Context: an optimization exercise on an open-source flow, tuned for small area, a short achievable clock period and few clock cycles. The choices shown serve that exercise and are no tape-out recipe. Only simulation tests tie the RTL to the original design; equivalence was not proved.

## ctmmu_top
module ctmmu_top (
    input  wire        clk,
    input  wire        rst,         
    input  wire        cmd_valid,
    output wire        cmd_ready,
    input  wire [63:0] cmd,
    output reg         rsp_valid,
    output wire [63:0] rsp,
    output reg         fatal,
    output wire [3:0]  fcode
);
    localparam [3:0] ST_OK        = 4'h0;
    localparam [3:0] ST_ABSENT    = 4'h3;
    localparam [3:0] ST_F_ALLOC   = 4'h8;
    localparam [3:0] ST_F_BMRANGE = 4'h9;
    localparam [3:0] ST_ILLEGAL   = 4'hC;
    localparam [3:0] ST_BADHIT    = 4'hD;
    localparam [3:0] ST_HALTED    = 4'hF;
    reg fcz_pend;            
    reg ffz_pend;            
    assign cmd_ready = !fcz_pend && !ffz_pend;
    wire lo56_zero = (cmd[55:0] == 56'd0);
    wire is_va_decode  = (cmd[63:32] == 32'h0100_0000);
    wire is_bm_ffz     = (cmd[63:56] == 8'h10) && lo56_zero;
    wire is_bm_fcz     = (cmd[63:56] == 8'h11) && lo56_zero;
    wire is_bm_set     = (cmd[63:32] == 32'h1200_0000) && (cmd[7:1] == 7'd0);
  ...
clock: 8.0 ns
lec_check: 0
abc_clock_period_in_ps: 1500
cap_margin: 20
core_margin: 2
core_utilization: 30
setup_slack_margin: 4
slew_margin: 20
run.sh (not shown) runs the stock make flow with config.mk's settings and CLKGATE_MAP_FILE= SYNTH_SCRIPT=/design/flow/synth_recipe.tcl, a recipe that flattens the netlist after the stock synthesis.
Testbench counts at the start, summed over its fixed seeds: cycles 66,794.
Then changed:
--- a/flow/design.v
+++ b/flow/design.v
@@ -131,42 +131,40 @@
         integer i, m;
         begin
             enc_oh = 5'd0;
             for (m = 0; m < 5; m = m + 1)
                 for (i = 0; i < 32; i = i + 1)
                     if ((i >> m) & 1) enc_oh[m] = enc_oh[m] | oh[i];
         end
     endfunction
-    wire        s1_pair_n = (cmd[63:56] == 8'h11) && !fcz_pend && !ffz_pend;
-    reg         s1_pair;
+    wire        fcz_start;
     reg  [31:0] sel_oh;
     reg  [4:0]  sel_row;
     reg         sel_any;
     reg         s1_ok;       
     always @(posedge clk) begin
-        s1_pair <= s1_pair_n;
-        sel_oh  <= s1_pair_n ? first_oh(row_pair) : first_oh(row_free);
-        sel_row <= s1_pair_n ? enc_oh(first_oh(row_pair)) : enc_oh(first_oh(row_free));
-        sel_any <= s1_pair_n ? |row_pair : |row_free;
+        sel_oh  <= fcz_start ? first_oh(row_pair) : first_oh(row_free);
+        sel_row <= fcz_start ? enc_oh(first_oh(row_pair)) : enc_oh(first_oh(row_free));
+        sel_any <= fcz_start ? |row_pair : |row_free;
     end
     reg  [32:0] rowbits;
     always @(*) begin
         rowbits = 33'd0;
         for (r = 0; r < 32; r = r + 1)
             rowbits = rowbits | ({33{sel_oh[r]}} & b[32*r +: 33]);
     end
-    wire [31:0] cand = s1_pair ? (~rowbits[31:0] & ~rowbits[32:1]) : ~rowbits[31:0];
+    wire [31:0] cand = fcz_pend ? (~rowbits[31:0] & ~rowbits[32:1]) : ~rowbits[31:0];
     wire [9:0]  s_n     = {sel_row, enc_oh(first_oh(cand))};
     wire        s_found = sel_any;
     reg  [9:0]  ffz_res;
     reg         ffz_found;
     reg         ffz_ok;      
     always @(posedge clk)
-        if (!s1_pair) begin
+        if (!fcz_pend) begin
             ffz_res   <= s_n;
             ffz_found <= s_found;
         end
     wire        tlb_hit;
     wire [1:0]  tlb_hit_idx;
     wire        tlb_idx_ok;
     wire [31:0] tlb_idx_frame;
     ctmmu_tlb u_tlb (
@@ -218,17 +216,17 @@
     reg [31:0] rsp_data;
     reg        fc_range;     
     assign rsp   = {rsp_st, 28'd0, rsp_data};
     assign fcode = {fatal, 2'b00, fc_range};
     wire bm_write = run && is_bm_set && set_in_range;
     wire bm_clr   = rst || (run && is_bm_clear);
     wire ffz_now    = (run && is_bm_ffz && ffz_ok) || (ffz_pend && ffz_ok);
     wire ffz_wait   = run && is_bm_ffz && !ffz_ok;
-    wire fcz_start  = run && is_bm_fcz;
+    assign fcz_start = run && is_bm_fcz;
     wire alloc_fail = (ffz_now && !ffz_found) || (fcz_pend && !s_found);
     wire range_fail = run && is_bm_set && !set_in_range;
     always @(posedge clk) begin
         rsp_st   <= st_n;
         rsp_data <= data_n;
         if (rst) begin
             rsp_valid <= 1'b0;
             fcz_pend  <= 1'b0;
@@ -243,17 +241,17 @@
                 fatal    <= 1'b1;
                 fc_range <= range_fail;
             end
         end
     end
     wire bm_change = bm_clr || bm_write;
     always @(posedge clk) begin
         s1_ok  <= !bm_change;
-        ffz_ok <= !bm_change && (s1_pair ? ffz_ok : s1_ok);
+        ffz_ok <= !bm_change && (fcz_pend ? ffz_ok : s1_ok);
     end
     wire up_zero  = (cmd[55:32] == 24'd0);
     wire set_a    = run && (cmd[63:56] == 8'h12) && up_zero;
     wire clr_a    = rst || (run && (cmd[63:56] == 8'h13) && up_zero);
     wire set_b    = !cmd[56] && (cmd[7:1] == 7'd0) && set_in_range;
     wire clr_b    = rst || (cmd[56] && (cmd[31:0] == 32'd0));
     wire        d_all = f_val && !rst;
     wire [31:0] row_en, col_en;
Effect:
- The changed run passed the timing, DRC and antenna checks
- design area goes down slightly
- synthesized cell count is higher slightly
- area after synthesis is about the same
- die area barely changes
- global-route usage drops by 3.2 points
- non-clock buffer count falls by 75
Testbench counts after the change, summed over its fixed seeds: cycles 66,794.

[port drivers added, routing unchanged]
No port has a modelled driver above. Below, the same layouts with a new extraction and two added sets of constraints.
Step 1: set_driving_cell puts a clkbuf_16 on clk and a buf_2 on each other input, an assumption about the parent block.
Step 2 moves the port delays by t, midway between the first and last clock arrival at a register: inputs arrive t later, outputs are due t later. That takes back most of the time a late clock gives input paths.
a / b / c = no drivers / after step 1 / after step 2; a / b = the first two.
| run | shift t [ns] | slack for setup (ns) | latest minus earliest clock arrival (ns) | slew at the worst register clock pin (ns) |
|---|---|---|---|---|
| the first run | 0.952 | 3.701 / 3.701 / 3.005 | 0.061 / 0.061 | 0.07 / 0.07 |
| the second run | 0.964 | 3.702 / 3.702 / 3.190 | 0.044 / 0.044 | 0.08 / 0.08 |
After both steps every run listed still meets setup and hold. The setup slack of the first run, which loses most, moves by 0.000 ns with the drivers and by -0.696 ns with both steps.
